From an optimization exercise on the open Yosys and OpenROAD flow, aimed at small area; shortcuts taken in it are not production practice. Only simulation tests tie the RTL to the original design; equivalence was not proved. Power is estimated from default activity; no workload was simulated.

==> inputs of job 755 <==
==> flow/design.v <==
module pcal64_rte (
    input  wire        clk,
    input  wire        rst,             
    input  wire        addr_sel,        
    input  wire        cmd_valid,
    input  wire [63:0] cmd_word,
    output wire        resp_accepted,
    output wire [1:0]  resp_reason,
    output wire        bus_req_valid,
    output wire        bus_req_rw,
    output wire [6:0]  bus_req_addr,
    output wire [7:0]  bus_req_reg,
    output wire [1:0]  bus_req_len,
    output wire [15:0] bus_req_wdata,
    input  wire        bus_done,
    input  wire        bus_ok,
    input  wire [15:0] bus_rdata,
    input  wire        irq_edge,
    output wire        done_valid,
    output wire [7:0]  done_tag,
    output wire        done_status,
    output wire [15:0] done_value,
    output wire        irq_valid,
    output wire [7:0]  irq_tag,
    output wire        irq_status,
    output wire [15:0] irq_changed,
    output wire [15:0] irq_values
);
    localparam [3:0] S_IDLE    = 4'b0000;
    localparam [3:0] S_DONE_C  = 4'b0010;   
    localparam [3:0] S_DONE_S  = 4'b0011;   
    localparam [3:0] S_WC_BW   = 4'b0100;   
    localparam [3:0] S_WC_SI   = 4'b0101;   
    localparam [3:0] S_RI_SV   = 4'b0110;   
    localparam [3:0] S_RS_SV   = 4'b0111;   
    localparam [3:0] S_RO      = 4'b1000;   
    localparam [3:0] S_RI_BR   = 4'b1001;   
    localparam [3:0] S_RO_COND = 4'b1010;   
    localparam [3:0] S_RM      = 4'b1011;   
    localparam [3:0] S_RC_BW   = 4'b1100;   
    localparam [3:0] S_RC_SI   = 4'b1101;   
    localparam [3:0] S_RC_COND = 4'b1110;   
    localparam [3:0] S_WLAST   = 4'b1111;   
    reg [3:0]  st;
    reg [15:0] ra, rb, rc;
    reg        cbv;
    reg [7:0]  tag;
    reg        ihv;
    reg [7:0]  iht;
    reg        pend;
    reg        asel;
    reg        okq;       
    wire [3:0]  op  = cmd_word[63:60];
    wire [15:0] ca  = cmd_word[15:0];
    wire [15:0] cb  = cmd_word[31:16];
    wire [15:0] cc  = cmd_word[47:32];
    wire op_mode = (op == 4'd1);
    wire op_wr   = (op == 4'd2);
    wire op_tgl  = (op == 4'd3);
    wire op_bw   = (op == 4'd4);
    wire op_btgl = (op == 4'd5);
    wire op_si   = (op == 4'd6);
    wire op_br   = (op == 4'd7);
    wire op_set  = (op == 4'd8);
    wire op_clr  = (op == 4'd9);
    wire single  = op_mode | op_wr | op_tgl;
    wire invalid = (op == 4'd0) || (op > 4'd9) || (cmd_word[59:57] != 3'b000);
    wire badpin  = single && (ca[15:4] != 12'd0);
    wire legal   = !invalid && !badpin;
    wire outst  = st[3] | st[2];
    wire s_done = !outst && st[1];
    wire comp   = bus_done && outst;
    wire ok     = bus_ok;
    wire idle_n   = !outst && !(st[1] && pend);
    wire svc      = (s_done && pend) || (idle_n && irq_edge);
    wire cmd_idle = idle_n && !irq_edge;
    wire acc      = cmd_valid && legal && cmd_idle;
    wire acc_seq  = acc && !op[3];
    wire [15:0] X     = bus_rdata;
    wire [15:0] wdata = (X & ~ra) ^ rb;
    wire diff = (|(X & rb)) ^ rc[0] ^ st[2];
    reg [3:0] st_n;
    reg       issue_c;    
    always @(*) begin
        issue_c = 1'b0;
        st_n    = st;
        if (comp) begin
            if (!ok) begin
                st_n = (st[3:1] == 3'b011) ? S_DONE_S : S_DONE_C;
            end else begin
                case (st)
                    S_RO:      begin issue_c = 1'b1; st_n = S_WLAST; end
                    S_RM:      begin issue_c = 1'b1; st_n = S_WLAST; end
                    S_RO_COND,
                    S_RC_COND: begin issue_c = diff; st_n = diff ? S_WLAST : S_DONE_C; end
                    S_RC_BW:   begin issue_c = 1'b1; st_n = S_WC_BW; end
                    S_RC_SI:   begin issue_c = 1'b1; st_n = S_WC_SI; end
                    S_WC_BW:   begin issue_c = 1'b1; st_n = S_RO; end
                    S_WC_SI:   begin issue_c = 1'b1; st_n = S_RM; end
                    S_RI_SV:   begin issue_c = 1'b1; st_n = S_RS_SV; end
                    S_RS_SV:   st_n = S_DONE_S;
                    default:   st_n = S_DONE_C;    
                endcase
            end
        end else if (svc) begin
            st_n = S_RI_SV;
        end else if (s_done) begin
            st_n = S_IDLE;
        end
        if (acc_seq) begin
            case (op[2:0])
                3'd1:    st_n = S_RC_COND;
                3'd2:    st_n = S_RO_COND;
                3'd4:    st_n = S_RC_BW;
                3'd6:    st_n = S_RC_SI;
                3'd7:    st_n = S_RI_BR;
                default: st_n = S_RO;        
            endcase
        end
    end
    wire r1_c = st[3] | ~st[1];
    wire r2_c = st[3] ? st[2] : st[1];
    wire r3_c = st[3] ? (st[1] & st[0]) : (st[1] | st[0]);
    wire r1_a = ~svc & ~op_br;
    wire r2_a = ~svc & (op_mode | op_bw | op_si);
    wire r1   = outst ? r1_c : r1_a;
    wire r2   = outst ? r2_c : r2_a;
    wire r3   = outst & r3_c;
    assign bus_req_valid = !rst && (issue_c || svc || acc_seq);
    assign bus_req_rw    = st[3];
    assign bus_req_reg   = {1'b0, r3, 2'b00, r3, r2, r1, 1'b0};
    assign bus_req_addr  = {6'b010000, asel};
    assign bus_req_len   = 2'd2;
    assign bus_req_wdata = wdata;
    assign resp_accepted = legal && cmd_idle;
    assign resp_reason   = invalid ? 2'd3 : badpin ? 2'd2 : cmd_idle ? 2'd0 : 2'd1;
    wire [3:0] lo = 4'd1 << ca[1:0];
    wire [3:0] hi = 4'd1 << ca[3:2];
    wire       ld = !outst;
    wire [3:0] hi_b = hi & {4{ld & single}};
    wire       a_a  = ld & (op_bw | op_si);
    wire       a_bw = ld & op_bw;
    wire       a_bt = ld & (op_btgl | op_si);
    wire       c_c  = ld & op_bw;
    wire       b_c  = ld & ~op_bw;
    wire       x_a  = comp & ok & (st == S_RI_SV);              
    wire       t_b  = comp & (st[3:1] == 3'b110);               
    wire       keep = comp & ok & ((st == S_RI_BR) | (st == S_RS_SV));
    wire [15:0] d_a, d_b, d_c;
    genvar i;
    generate
        for (i = 0; i < 16; i = i + 1) begin : g_bit
            assign d_a[i] = (ca[i] & a_a) | (X[i] & x_a);
            assign d_b[i] = (lo[i % 4] & hi_b[i / 4]) | (ca[i] & ((~cb[i] & a_bw) | a_bt)) |
                            (rc[i] & ra[i] & t_b);
            assign d_c[i] = (cc[i] & c_c) | (cb[i] & b_c) | (X[i] & keep);
        end
    endgenerate
    wire h_a = !acc && !(comp && (st == S_RI_SV || (st == S_RS_SV && !ok)));
    wire h_b = !acc && !t_b;
    wire h_c = !acc && !comp;
    wire set_ih = acc && op_set;
    always @(posedge clk) begin
        ra  <= d_a | (ra & {16{h_a}});
        rb  <= d_b | (rb & {16{h_b}});
        rc  <= d_c | (rc & {16{h_c}});
        cbv <= (cmd_word[56] & ld) | (cbv & !acc);
        tag <= (cmd_word[55:48] & {8{ld}}) | (tag & {8{!acc}});
        iht <= (cmd_word[55:48] & {8{set_ih | !ihv}}) | (iht & {8{!set_ih}});
        okq <= ok;
    end
    always @(posedge clk) begin
        if (rst) begin
            st   <= S_IDLE;
            ihv  <= 1'b0;
            pend <= 1'b0;
            asel <= addr_sel;
        end else begin
            st   <= st_n;
            if (acc && op_set) ihv <= 1'b1;
            if (acc && op_clr) ihv <= 1'b0;
            pend <= irq_edge ? !idle_n : (pend && !s_done);
        end
    end
    assign done_valid  = !rst && s_done && !st[0] && cbv;
    assign done_tag    = tag;
    assign done_status = !okq;
    assign done_value  = rc;
    assign irq_valid   = !rst && s_done && st[0] && ihv;
    assign irq_tag     = iht;
    assign irq_status  = !okq;
    assign irq_changed = rc;
    assign irq_values  = ra;
endmodule
==> flow/flow/run.sh <==
#!/bin/bash
# The standard layout (standard.sh) with these changes:
#  - synthesis: synth_recipe.tcl unchanged, but ABC maps with flow/abc_area.script
#  - port buffers made from the smallest buffer cell (buf_1)
#  - clock tree of clkbuf_4 without dummy loads
#  - constant outputs share the tie cells synthesis made (no per-port tie cells)
set -euo pipefail
here=$(pwd)
export FLOW_SYNTH_TCL=$here/synth_recipe.tcl
export OWN_ABC_SCRIPT=$here/flow/abc_area.script
bash standard.sh "SYNTH_SCRIPT=$here/flow/synth.tcl" \
  "BUFFER_PORTS_ARGS=-buffer_cell sky130_fd_sc_hd__buf_1" \
  "CTS_ARGS=-sink_clustering_enable -repair_clock_nets -dont_use_dummy_load -buf_list sky130_fd_sc_hd__clkbuf_4 -sink_clustering_size 30 -sink_clustering_max_diameter 150" \
  "SKIP_REPAIR_TIE_FANOUT=1" \
  finish > standard.log 2>&1
==> flow/flow/abc_area.script <==
strash
&get -n
&st
&deepsyn -T 20
&dch -f
&nf -a
&put
==> flow/flow/synth.tcl <==
# The standard flow's synthesis script (synth_recipe.tcl, sourced unchanged), with the ABC
# mapping step run on an area-oriented ABC script instead of ORFS's speed script.
proc abc {args} {
  set i [lsearch -exact $args -script]
  if {$i >= 0} { lset args [expr {$i + 1}] $::env(OWN_ABC_SCRIPT) }
  yosys abc {*}$args
}
source $::env(FLOW_SYNTH_TCL)
==> flow/standard.sh <==
#!/bin/bash
# synth_recipe.tcl (not shown) runs the flow's synth.tcl, then flattens the netlist and writes it again
# the make line also repeats each setting of config.mk as NAME=value (left out here)
make -C /OpenROAD-flow-scripts/flow DESIGN_CONFIG=/design/flow/config.mk WORK_HOME=/design/flow/orfs CLKGATE_MAP_FILE= SYNTH_SCRIPT=/design/flow/synth_recipe.tcl "${@:-finish}"
==> flow/config.mk <==
export PLATFORM = sky130hd
export DESIGN_NAME = pcal64_rte
export DESIGN_NICKNAME = pcal64_rte
export VERILOG_FILES = /design/flow/design.v
export SDC_FILE = /design/flow/constraint.sdc
export NUM_CORES = 4
export LEC_CHECK = 0
export CAP_MARGIN = 20
export CORE_MARGIN = 2
export CORE_UTILIZATION = 55
export PLACE_DENSITY = 0.85
export SLEW_MARGIN = 20
==> flow/constraint.sdc <==
create_clock -name core_clock -period 10.0 [get_ports {clk}]
set_input_delay 2.0000 -clock core_clock [delete_from_list [all_inputs] [get_ports {clk}]]
set_output_delay 2.0000 -clock core_clock [all_outputs]
set_load 0.01 [all_outputs]
==> inputs of job 9876, as changes to job 755 <==
--- a/flow/design.v
+++ b/flow/design.v
@@ -141,11 +141,11 @@
     wire       a_a  = ld & (op_bw | op_si);
     wire       a_bw = ld & op_bw;
     wire       a_bt = ld & (op_btgl | op_si);
+    wire       x_a  = outst & ok;
     wire       c_c  = ld & op_bw;
     wire       b_c  = ld & ~op_bw;
-    wire       x_a  = comp & ok & (st == S_RI_SV);              
-    wire       t_b  = comp & (st[3:1] == 3'b110);               
-    wire       keep = comp & ok & ((st == S_RI_BR) | (st == S_RS_SV));
+    wire       t_b  = outst;
+    wire       keep = ok & ((st == S_RI_BR) | (st == S_RS_SV));
     wire [15:0] d_a, d_b, d_c;
     genvar i;
     generate
@@ -156,17 +156,18 @@
             assign d_c[i] = (cc[i] & c_c) | (cb[i] & b_c) | (X[i] & keep);
         end
     endgenerate
-    wire h_a = !acc && !(comp && (st == S_RI_SV || (st == S_RS_SV && !ok)));
-    wire h_b = !acc && !t_b;
-    wire h_c = !acc && !comp;
-    wire set_ih = acc && op_set;
+    wire en_a = acc || (comp && (st == S_RI_SV || (st == S_RS_SV && !ok)));
+    wire en_b = acc || (comp && st[3:1] == 3'b110);
+    wire en_c = acc || comp;
     always @(posedge clk) begin
-        ra  <= d_a | (ra & {16{h_a}});
-        rb  <= d_b | (rb & {16{h_b}});
-        rc  <= d_c | (rc & {16{h_c}});
-        cbv <= (cmd_word[56] & ld) | (cbv & !acc);
-        tag <= (cmd_word[55:48] & {8{ld}}) | (tag & {8{!acc}});
-        iht <= (cmd_word[55:48] & {8{set_ih | !ihv}}) | (iht & {8{!set_ih}});
+        if (en_a) ra <= d_a;
+        if (en_b) rb <= d_b;
+        if (en_c) rc <= d_c;
+        if (acc) begin
+            cbv <= cmd_word[56];
+            tag <= cmd_word[55:48];
+        end
+        if (acc && op_set) iht <= cmd_word[55:48];
         okq <= ok;
     end
     always @(posedge clk) begin
==> flow/flow/run.sh (replaced) <==
#!/bin/bash
set -euo pipefail
bash standard.sh "BUFFER_PORTS_ARGS=-buffer_cell sky130_fd_sc_hd__buf_1" \
  "CTS_ARGS=-sink_clustering_enable -repair_clock_nets -dont_use_dummy_load -buf_list sky130_fd_sc_hd__clkbuf_8 -sink_clustering_size 30 -sink_clustering_max_diameter 150" \
  "RECOVER_POWER=100" \
  finish > standard.log 2>&1
- CORE_UTILIZATION: 55 -> 65
- PLACE_DENSITY: 0.85 -> 0.75
removed: flow/flow/abc_area.script
removed: flow/flow/synth.tcl
==> inputs of job 4295, as changes to job 755 <==
--- a/flow/design.v
+++ b/flow/design.v
@@ -141,11 +141,11 @@
     wire       a_a  = ld & (op_bw | op_si);
     wire       a_bw = ld & op_bw;
     wire       a_bt = ld & (op_btgl | op_si);
+    wire       x_a  = outst & ok;
     wire       c_c  = ld & op_bw;
     wire       b_c  = ld & ~op_bw;
-    wire       x_a  = comp & ok & (st == S_RI_SV);              
-    wire       t_b  = comp & (st[3:1] == 3'b110);               
-    wire       keep = comp & ok & ((st == S_RI_BR) | (st == S_RS_SV));
+    wire       t_b  = outst;
+    wire       keep = ok & ((st == S_RI_BR) | (st == S_RS_SV));
     wire [15:0] d_a, d_b, d_c;
     genvar i;
     generate
@@ -156,17 +156,18 @@
             assign d_c[i] = (cc[i] & c_c) | (cb[i] & b_c) | (X[i] & keep);
         end
     endgenerate
-    wire h_a = !acc && !(comp && (st == S_RI_SV || (st == S_RS_SV && !ok)));
-    wire h_b = !acc && !t_b;
-    wire h_c = !acc && !comp;
-    wire set_ih = acc && op_set;
+    wire en_a = acc || (comp && (st == S_RI_SV || (st == S_RS_SV && !ok)));
+    wire en_b = acc || (comp && st[3:1] == 3'b110);
+    wire en_c = acc || comp;
     always @(posedge clk) begin
-        ra  <= d_a | (ra & {16{h_a}});
-        rb  <= d_b | (rb & {16{h_b}});
-        rc  <= d_c | (rc & {16{h_c}});
-        cbv <= (cmd_word[56] & ld) | (cbv & !acc);
-        tag <= (cmd_word[55:48] & {8{ld}}) | (tag & {8{!acc}});
-        iht <= (cmd_word[55:48] & {8{set_ih | !ihv}}) | (iht & {8{!set_ih}});
+        if (en_a) ra <= d_a;
+        if (en_b) rb <= d_b;
+        if (en_c) rc <= d_c;
+        if (acc) begin
+            cbv <= cmd_word[56];
+            tag <= cmd_word[55:48];
+        end
+        if (acc && op_set) iht <= cmd_word[55:48];
         okq <= ok;
     end
     always @(posedge clk) begin
==> flow/flow/run.sh (replaced) <==
#!/bin/bash
set -euo pipefail
bash standard.sh "BUFFER_PORTS_ARGS=-buffer_cell sky130_fd_sc_hd__buf_1" \
  "CTS_ARGS=-sink_clustering_enable -repair_clock_nets -dont_use_dummy_load -buf_list sky130_fd_sc_hd__clkbuf_8 -sink_clustering_size 30 -sink_clustering_max_diameter 150" \
  "RECOVER_POWER=100" \
  finish > standard.log 2>&1
- CAP_MARGIN: 20 -> 0
- CORE_UTILIZATION: 55 -> 40
- PLACE_DENSITY: 0.85 -> 0.6
- SLEW_MARGIN: 20 -> 0
removed: flow/flow/abc_area.script
removed: flow/flow/synth.tcl
==> comparison table <==
                                                                                job 755                   job 9876                   job 4295
Vias in the first global route                                                    3,781                      3,828                      3,648
Seq group                                                                      0.416 mW                   0.387 mW                   0.387 mW
Outcome                                                no timing/DRC/antenna violations  no timing/DRC/antenna violations  no timing/DRC/antenna violations
Most repeated cell in the gate-level netlist after synthesis   sky130_fd_sc_hd__nand2_1  sky130_fd_sc_hd__edfxtp_1  sky130_fd_sc_hd__edfxtp_1
Worst EP arrival                                                                4.01 ns                    3.94 ns                    3.93 ns
Worst reg2reg endpoint                                                           ra[15]                      rb[6]                     rb[12]
Synth cell types                                                                     41                         58                         58
Global-route wire length before repair                                          18.7 mm                    19.6 mm                    20.1 mm
Design Power                                                                   0.848 mW                   0.772 mW                   0.776 mW
Cell internal power dissipation                                                0.520 mW                   0.514 mW                   0.513 mW
Area of the multi-input gates                                               0.00191 mm²                0.00180 mm²                0.00180 mm²
Top cell by count, worst path                                                         -     sky130_fd_sc_hd__buf_1     sky130_fd_sc_hd__buf_1
Total instance count after detailed placement                                       666                        638                        701
Via-to-Cell Ratio                                                                  6.34                       6.53                       5.62
Worst IR drop on VDD                                                           0.107 mV                   0.106 mV                  0.0555 mV
Tap cell count                                                                       77                         77                        140
Total number of nets in the final design                                            687                        659                        659
Fraction of synthesized cell area in xor and xnor cells                          0.0378                     0.0364                     0.0364
Clk Tree Root Cell                                            sky130_fd_sc_hd__clkbuf_4  sky130_fd_sc_hd__clkbuf_8  sky130_fd_sc_hd__clkbuf_8
Setup slack after placement                                                     4.00 ns                    4.37 ns                    4.22 ns
Relative contribution of combinational cells to total power                       0.355                      0.271                      0.268

## afterwards: timing with drivers on the ports
The flow's constraints put no driver on any port. The routed layouts listed below were extracted and timed again, unchanged, in two steps.
Step 1 (the two cells are an assumption about what drives the block):
set clk [get_ports {clk}]
set_driving_cell -lib_cell sky130_fd_sc_hd__clkbuf_16 $clk
set_driving_cell -lib_cell sky130_fd_sc_hd__buf_2 [delete_from_list [all_inputs] $clk]
Step 2 moves the port delays by t, midway between the first and last clock arrival at a register: inputs arrive t later, outputs are due t later. That takes back most of the time a late clock gives input paths.
Slacks: no drivers / after step 1 / after step 2; pairs: no drivers / after step 1.
run	t, ns	setup WS [ns]	hold WS [ns]	worst setup path after step 2	clock arrival spread, ns
job 755	0.417	3.993 / 3.972 / 3.972	0.479 / 0.479 / 0.479	input to output	0.022 / 0.023
job 9876	0.369	4.059 / 4.036 / 4.036	0.505 / 0.505 / 0.505	input to output	0.025 / 0.025
job 4295	0.387	4.074 / 4.055 / 4.055	0.525 / 0.525 / 0.525	input to output	0.021 / 0.021
After both steps every run listed still meets setup and hold. For job 9876, which loses most, drivers alone change the setup slack by -0.023 ns; drivers and shift together by -0.023 ns.
